Background: an optimization exercise with open tools, aiming at small area, a short achievable clock period and few clock cycles. Do not read the settings as production practice. Function was checked by simulation only, so behaviour that the tests miss may differ from the original. Power figures rest on the tool's default switching activity, not on a simulated workload.

<file path="flow/config.mk">
export PLATFORM = sky130hd
export DESIGN_NAME = cn_codec
export DESIGN_NICKNAME = cn_codec
export VERILOG_FILES = /design/flow/design.v
export SDC_FILE = /design/flow/constraint.sdc
export NUM_CORES = 4
export LEC_CHECK = 0
export CAP_MARGIN = 20
export CORE_MARGIN = 2
export CORE_UTILIZATION = 40
export PLACE_DENSITY = 0.6
export SLEW_MARGIN = 20
</file>
<file path="flow/run.sh">
#!/bin/bash
# synth_recipe.tcl (not shown) runs the flow's synth.tcl, then flattens the netlist and writes it again
# the make line also repeats each setting of config.mk as NAME=value (left out here)
make -C /OpenROAD-flow-scripts/flow DESIGN_CONFIG=/design/flow/config.mk WORK_HOME=/design/flow/orfs CLKGATE_MAP_FILE= SYNTH_SCRIPT=/design/flow/synth_recipe.tcl finish
</file>
<file path="flow/design.v">
module cn_codec (
    input  wire        clk,
    input  wire        rst,
    input  wire        cmd_valid,
    input  wire [31:0] cmd_word,
    input  wire [31:0] opa_addr,
    input  wire [31:0] opa_len,
    input  wire [31:0] opa_dst,
    input  wire [7:0]  opa_flags,
    input  wire [31:0] opa_seqack,
    output reg         busy,
    output wire [7:0]  res_code,
    output reg  [31:0] res_len,
    output reg  [15:0] res_cksum,
    output reg  [31:0] res_hdr0,
    output reg  [31:0] res_hdr1,
    output reg  [8:0]  res_hdr2,
    output wire        mem_req,
    output wire        mem_we,
    output wire [31:0] mem_addr,
    output wire [7:0]  mem_wdata,
    input  wire        mem_gnt,
    input  wire        mem_rvalid,
    input  wire [7:0]  mem_rdata
);
    localparam FD  = 4;    
    localparam LIM = 7;    
    reg [1:0] rc;
    assign res_code = {4'd0, rc[1], ~rc[1] & rc[0], ~rc[1] & rc[0], rc[0]};
    localparam [2:0] PH_CHK1 = 3'd0;
    localparam [2:0] PH_CHK2 = 3'd1;   
    localparam [2:0] PH_CHK3 = 3'd2;   
    localparam [2:0] PH_RUN  = 3'd3;   
    localparam [2:0] PH_DH1  = 3'd4;   
    localparam [2:0] PH_DH2  = 3'd5;   
    localparam [2:0] PH_EHDR = 3'd6;   
    localparam [2:0] PH_FIN  = 3'd7;
    reg [2:0]  ph;
    reg [1:0]  op;        
    reg        ill;       
    reg        dh;        
    reg [31:0] P;         
    reg [31:0] Q;         
    reg [39:0] X;         
    reg [3:0]  hc;        
    reg        rq, wq;    
    reg        rmore;     
    reg [2:0]  outst;     
    reg [7:0]  rb;        
    reg        rbv;
    reg [7:0]  f [0:FD-1];
    reg [2:0]  fc;
    reg [15:0] acc;       
    reg        cy;
    reg        hi;        
    reg        skip;      
    reg        nz;        
    wire is_ck  = (op == 2'd1);
    wire is_enc = (op == 2'd2);
    wire is_dec = (op == 2'd3);
    wire [32:0] sum  = {1'b0, P} + {1'b0, R_w};
    wire [31:0] R_w  = res_len;
    wire        s_ok = ~sum[32] | (sum[31:0] == 32'd0);
    wire [31:0] Pinc = P + 32'd1;
    wire [31:0] Pdec = P - 32'd1;
    wire [31:0] Pnx  = is_enc ? Pdec : Pinc;
    wire rd_g = rq & mem_gnt;
    wire wr_g = wq & mem_gnt;
    wire last_rd = dh ? (hc == 4'd1)
                 : is_enc ? (res_len[31:16] == 16'd10)
                 : (Pinc == Q);
    wire       rmore_n = rmore & ~(rd_g & last_rd);
    wire [2:0] outst_n = outst + {2'd0, rd_g} - {2'd0, rbv};
    wire       push    = rbv & is_enc;
    wire       pop     = wr_g & (ph == PH_RUN);
    wire [2:0] fc_n    = fc + {2'd0, push} - {2'd0, pop};
    wire [3:0] cred_n  = {1'b0, outst_n} + {1'b0, fc_n};
    wire        lastb  = ~is_enc & ~rmore & (outst == 3'd1);
    wire        role   = hi & ~lastb;
    wire [15:0] addend = role ? {rb, 8'd0} : {8'd0, rb};
    wire [16:0] asum   = {1'b0, acc} + {1'b0, addend} + {16'd0, cy};
    wire [16:0] fsum   = {1'b0, acc} + {16'd0, cy};
    wire [15:0] fold   = fsum[15:0] | {15'd0, fsum[16]};
    wire [15:0] ck     = ~fold;
    wire [15:0] ckf    = nz ? ck : 16'd0;
    reg [7:0] hbyte;
    always @(*) begin
        case (res_len[19:16])
        4'd4:    hbyte = res_len[7:0];
        4'd3:    hbyte = res_len[15:8];
        4'd2:    hbyte = ckf[7:0];
        4'd1:    hbyte = ckf[15:8];
        default: hbyte = X[7:0];
        endcase
    end
    assign mem_req   = rq | wq;
    assign mem_we    = wq;
    assign mem_addr  = wq ? Q : P;
    assign mem_wdata = (ph == PH_EHDR) ? hbyte : f[0];
    wire [15:0] L     = res_hdr0[31:16];
    wire        l_bad = (L < 16'd9) | ((res_len[31:16] == 16'd0) & (L > res_len[15:0]));
    integer i;
    always @(posedge clk) begin
        rb  <= mem_rdata;
        rbv <= mem_rvalid & ~rst;
        for (i = 0; i < FD; i = i + 1) begin
            if (pop)
                f[i] <= (i == FD - 1) ? f[i] : f[i + 1];
            if (push && (fc - {2'd0, pop}) == i)
                f[i] <= rb;
        end
        if (rbv && !dh) begin
            {cy, acc} <= asum;
            nz        <= 1'b1;
            if (skip) skip <= 1'b0;
            else      hi   <= ~hi;
        end
        if (!busy) begin
            P <= opa_addr;
            Q <= opa_dst;
            X <= {opa_seqack[15:0], opa_seqack[31:16], opa_flags};
        end
        if (rst) begin
            busy      <= 1'b0;
            rc        <= 2'd0;
            res_len   <= 32'd0;
            res_cksum <= 16'd0;
            res_hdr0  <= 32'd0;
            res_hdr1  <= 32'd0;
            res_hdr2  <= 9'd0;
            rq        <= 1'b0;
            wq        <= 1'b0;
            rmore     <= 1'b0;
            outst     <= 3'd0;
            fc        <= 3'd0;
            dh        <= 1'b0;
        end else if (!busy) begin
            if (cmd_valid) begin
                busy    <= 1'b1;
                ph      <= PH_CHK1;
                op      <= cmd_word[1:0];
                ill     <= (cmd_word[31:2] != 30'd0) | (cmd_word[1:0] == 2'd0);
                res_len <= opa_len;
            end
        end else begin
            case (ph)
            PH_CHK1: begin
                acc  <= 16'd0;
                cy   <= 1'b0;
                hi   <= 1'b1;
                skip <= 1'b0;
                nz   <= 1'b0;
                if (ill) begin
                    rc      <= 2'd1;
                    res_len <= 32'd0;
                    busy    <= 1'b0;
                end else if (!s_ok || (is_enc && (res_len > 32'd65526))) begin
                    rc      <= 2'd2;
                    res_len <= 32'd0;
                    busy    <= 1'b0;
                end else if (is_ck) begin
                    Q <= sum[31:0];
                    if (res_len == 32'd0) begin
                        ph <= PH_FIN;
                    end else begin
                        rmore <= 1'b1;
                        rq    <= 1'b1;
                        ph    <= PH_RUN;
                    end
                end else if (is_enc) begin
                    res_len[15:0] <= res_len[15:0] + 16'd9;
                    P  <= Q;
                    Q  <= sum[31:0];
                    ph <= PH_CHK2;
                end else begin  
                    if (res_len < 32'd9) begin
                        rc      <= 2'd3;
                        res_len <= 32'd0;
                        busy    <= 1'b0;
                    end else begin
                        dh    <= 1'b1;
                        hc    <= 4'd9;
                        rmore <= 1'b1;
                        rq    <= 1'b1;
                        ph    <= PH_RUN;
                    end
                end
            end
            PH_CHK2: begin
                if (!s_ok) begin
                    rc      <= 2'd2;
                    res_len <= 32'd0;
                    busy    <= 1'b0;
                end else begin
                    P  <= Q;
                    Q  <= sum[31:0];
                    res_len[31:16] <= res_len[15:0];
                    ph <= PH_CHK3;
                end
            end
            PH_CHK3: begin
                P    <= Pdec;
                Q    <= Q - 32'd1;
                hi   <= 1'b0;
                skip <= ~res_len[0];
                if (res_len[31:16] == 16'd9) begin
                    wq <= 1'b1;
                    ph <= PH_EHDR;
                end else begin
                    rmore <= 1'b1;
                    rq    <= 1'b1;
                    ph    <= PH_RUN;
                end
            end
            PH_RUN: begin
                if (rd_g) begin
                    P <= Pnx;
                    if (dh)     hc <= hc - 4'd1;
                    if (is_enc) res_len[31:16] <= res_len[31:16] - 16'd1;
                end
                if (wr_g)
                    Q <= Q - 32'd1;
                rmore <= rmore_n;
                outst <= outst_n;
                fc    <= fc_n;
                if (is_enc) begin
                    rq <= rmore_n & (cred_n < FD);
                    wq <= ~(rmore_n & (cred_n < FD)) & (fc_n != 3'd0);
                    if (!rmore_n && outst_n == 3'd0 && fc_n == 3'd0) begin
                        wq <= 1'b1;
                        ph <= PH_EHDR;
                    end
                end else begin
                    rq <= rmore_n & (outst_n < LIM);
                    if (!rmore_n && outst_n == 3'd0) begin
                        if (dh) begin
                            dh <= 1'b0;
                            ph <= PH_DH1;
                        end else begin
                            ph <= PH_FIN;
                        end
                    end
                end
            end
            PH_DH1: begin
                if (l_bad) begin
                    rc       <= 2'd3;
                    res_len  <= 32'd0;
                    res_hdr2[8] <= 1'b0;
                    busy     <= 1'b0;
                end else if (L == 16'd9) begin
                    rc       <= 2'd0;
                    res_len  <= 32'd0;
                    res_hdr2[8] <= (res_hdr0[15:0] == 16'd0);
                    busy     <= 1'b0;
                end else begin
                    res_len  <= {16'd0, L - 16'd9};
                    ph       <= PH_DH2;
                end
            end
            PH_DH2: begin
                Q     <= sum[31:0];
                acc   <= 16'd0;
                cy    <= 1'b0;
                hi    <= 1'b1;
                skip  <= 1'b0;
                rmore <= 1'b1;
                rq    <= 1'b1;
                ph    <= PH_RUN;
            end
            PH_EHDR: begin
                if (wr_g) begin
                    Q <= Q - 32'd1;
                    X <= {8'd0, X[39:8]};
                    res_len[31:16] <= res_len[31:16] - 16'd1;
                    if (res_len[19:16] == 4'd1) begin
                        wq   <= 1'b0;
                        rc   <= 2'd0;
                        busy <= 1'b0;
                    end
                end
            end
            default: begin  
                rc   <= 2'd0;
                busy <= 1'b0;
                if (is_ck)
                    res_cksum <= ck;
                else
                    res_hdr2[8] <= (ck == res_hdr0[15:0]);
            end
            endcase
            if (dh && rbv) begin
                res_hdr0[15:8]  <= res_hdr0[7:0];
                res_hdr0[7:0]   <= res_hdr0[31:24];
                res_hdr0[31:24] <= res_hdr0[23:16];
                res_hdr0[23:16] <= res_hdr1[15:8];
                res_hdr1[15:8]  <= res_hdr1[7:0];
                res_hdr1[7:0]   <= res_hdr1[31:24];
                res_hdr1[31:24] <= res_hdr1[23:16];
                res_hdr1[23:16] <= res_hdr2[7:0];
                res_hdr2[7:0]   <= rb;
            end
        end
    end
endmodule
</file>
<file path="flow/constraint.sdc">
create_clock -name core_clock -period 8.0 [get_ports {clk}]
set_input_delay 1.6000 -clock core_clock [delete_from_list [all_inputs] [get_ports {clk}]]
set_output_delay 1.6000 -clock core_clock [all_outputs]
set_load 0.01 [all_outputs]
</file>
==> run_results.csv <==
group,metric,value,unit
status,status,"finished clean",
global_route,grt_pass1_vias,23400,
synth,synthTopCellsByArea,"dfxtp_1 23%, nand2_1 6.1%, a21oi_1 6.0%",
clock_network,cts_tree,"done",
detailed_routing,ant_nets,0,
detailed_routing,routed_via_density,6.21,
clock_network,cts_made_buffers,38,
synth,syn_avg_cell_area,7.72,sq um
clock_network,worstSkewPairLatency,0.57,ns
placed_design,portBuffers,348,
placed_design,place_inst,3939,
power,power_density,254,nW/um^2
finish,num_antenna_cells,0,
global_route,track_usage,33.8,%
synth,yosys-top-cells-count,"377 x nand2_1, 279 x a21oi_1, 267 x dfxtp_1",
die,die_width,245,um
global_route,grt_pass1_wl,153000,um
synth,yosysWarnings,2,
die,start_util,40.4,%
timing,tns,0,ns
timing,final.period_utilization,79.0,%
detailed_routing,wl_per_cell,26.4,um
detailed_routing,drt_iter0_markers,2507,
placed_design,dp_hpwl,79700,um
min_path,hp-class,"reg2reg",
die,dieHeight,245,um
power,p_leak,10.4,nW
finish,syn2layout_area_growth,22.2,%
timing,setup_viol,0,
power,vdd_drop_max,0.000141,V
worst_setup_path,critPathKind,"reg2reg",
die,rows,88,
synth,synth_async_sr_flop_share,0,%
synth,synth_top_area_cell,"dfxtp_1",
clock_network,root_buffer,"clkbuf_16",
worst_setup_path,critPathMaxFanout,22,
synth,ys_types,101,
timing,max_freq,158,MHz
worst_setup_path,cp-end-kind,"register",
finish,fillers,5567,
worst_setup_path,required,8.46,ns
synth,yosysTopAreaCellShare,23.0,%
worst_setup_path,crit_arrival,6.78,ns
synth,synth.most_common_cell,"nand2_1",
clock_network,clock-sinks,309,
detailed_routing,dr.pass1.iters,6,
synth,synth_edf_count,42,
synth,synth_seq_area_share,28.4,%
worst_setup_path,startpoint_type,"register",
timing,setup_ws,1.68,ns
global_route,grt_max_degree,121,
clock_network,ctsLongestPathBuffers,3,
flow_run,cap_violations,0,
finish,drive_gt1_share,7.49,%
clock_network,cts-resized-gates,0,
die,die_area,60100,sq um
finish,multiInputGateArea,15300,sq um
timing,rsz0062_at_grt,"false",
worst_setup_path,reg2reg_slack,1.68,ns
timing,hold_violations,0,
placed_design,dp_worst_setup_slack,1.97,ns
synth,synth-seq-cells,309,
clock_network,cts_hold_buf,0,
timing,tightest_slew,1.26,ns
global_route,antenna_found_initial,0,
global_route,grt_overflow,0,
finish,fin_nets,3489,
detailed_routing,vias,24900,
detailed_routing,drcViolationCount,0,
detailed_routing,wirelength,106000,um
synth,synth_cells,3012,
clock_network,cts_max_level,2,
placed_design,gp_congestion,0.992,
synth,synth_area,23300,sq um
die,coreArea,57600,sq um
timing,period_needed,6.32,ns
finish,fin_cells,4008,
timing,finClkSkew,0.0163,ns
die,io_pins,353,
timing,slew_violations,0,
timing,maxSlewHeadroom,15.0,%
finish,seq_area,6610,sq um
synth,ys.flop_type,"dfxtp_1",
clock_network,postCtsSetupRepairBufs,0,
clock_network,clk_pin_slew,0.06,ns
## power by group
| part | leakage, nW | total (W) | switching, W | internal [W] |
|---|---|---|---|---|
| clock | 0.616 | 0.00178 | 0.000738 | 0.00104 |
| combinational | 7.16 | 0.00311 | 0.00183 | 0.00128 |
| sequential | 2.59 | 0.00235 | 0.000558 | 0.00179 |
## layout by cell type, fill, tap and decap left out, types with 93 or more instances in the layout
master,count
nor2_1,214
dfxtp_1,265
nand2_1,375
a21oi_1,279
o21ai_0,129
inv_1,104
clkdlybuf4s50_1,347
mux2i_1,93
nand3_1,102
xnor2_1,114
xor2_1,97
## state kept, by name (all words and copies together), names as in the netlist, 9 cells and up
name / cells
f: 32
acc: 16
res_len: 32
P: 32
res_cksum: 16
res_hdr1: 32
X: 40
res_hdr2: 9
Q: 32
res_hdr0: 32
## routing by layer
layer	global-route usage (%)	up-vias	part of all wire, %
met4	17.1	0	5.7
met2	54.8	1333	46
li1	-	11400	-
met1	42.3	11900	40
met3	6.92	290	8.8
met5	0	-	0
## cell families after synthesis
| group | share of synthesized area [%] |
|---|---|
| DFF | 28.4 |
| and+or+nand+nor | 21.3 |
| xor gates and xnor gates | 7.95 |
| buffers and inverters | 5.98 |
| adders and majority gates | 5.26 |
| other | 0.0161 |
| AOI/OAI and AO/OA | 23.7 |
| muxes | 7.39 |
## worst max-delay path, cell delays in order, from the launching register on
cell	delay [ns]
dfxtp_1	0.69
ha_1	0.32
inv_1	0.07
fa_1	0.41
nor2b_1	0.22
o31a_1	0.21
o21ai_1	0.17
o22ai_1	0.48
nand4_1	0.19
nand3_1	0.29
o2111ai_1	0.34
nor4_4	1.05
nor2_2	0.19
buf_4	0.31
nor2_2	0.48
buf_4	0.35
o32ai_1	0.12
a211oi_1	0.30
## layout make-up
cell class / instances / area share (%)
multi-input cells: 2358 / 53.9
flip-flops and latches: 309 / 23.3
repair buffers: 402 / 13.7
clock buffers: 55 / 3.92
well taps: 765 / 3.37
inverters: 105 / 1.39
clock inverters: 14 / 0.511
## through the flow
step / cell area [sq um] / power [W] / hold slack (ns) / utilization (%)
after global placement: 27100 / 0.00534 / 0.452 / 47.1
final: 28400 / 0.00723 / 0.455 / 49.4
after detailed placement: 27100 / 0.00537 / 0.453 / 47.1
after floorplan: 23300 / 0.00418 / 0.436 / -
after global routing: 28400 / 0.00754 / 0.481 / 49.4
after CTS: 28400 / 0.00715 / 0.461 / 49.3
## final timing paths
kind                                      to  cells past startpoint                        from
setup / recovery    res_len[12]$_SDFFE_PP0P_                     17     res_len[0]$_SDFFE_PP0P_
setup reg to reg    res_len[12]$_SDFFE_PP0P_                     17     res_len[0]$_SDFFE_PP0P_
hold / removal    res_cksum[15]$_SDFFE_PP0P_                      2  res_cksum[15]$_SDFFE_PP0P_
hold reg to reg   res_cksum[15]$_SDFFE_PP0P_                      2  res_cksum[15]$_SDFFE_PP0P_
Testbench counts, summed over its fixed seeds: cycles 157,120.

-- static timing again, ports no longer ideal --
Ports are ideal in the flow. The routed layout listed here was re-timed in OpenROAD. Step 1 sets driving cells, clkbuf_16 on the clock port and buf_2 on the other inputs (assumed; they add their load-dependent delay and slew). Step 2 times the ports against the registers' clock, not the clock port: input delays grow and output delays shrink by t, the midpoint of the rising clock arrivals with the driver on. a / b / c = ideal ports / drivers / drivers and shift; a / b = the first two.
t (ns): 0.622
slack for setup (ns): 1.679 / 1.679 / 1.679
worst setup path at the end: register to register
worst slew at a driven data input, ns: 0.07
cell pins on the clock port's net: 1
After both steps this run still meets setup and hold. The setup slack of this run moves by 0.000 ns with the drivers and by 0.000 ns with both steps.
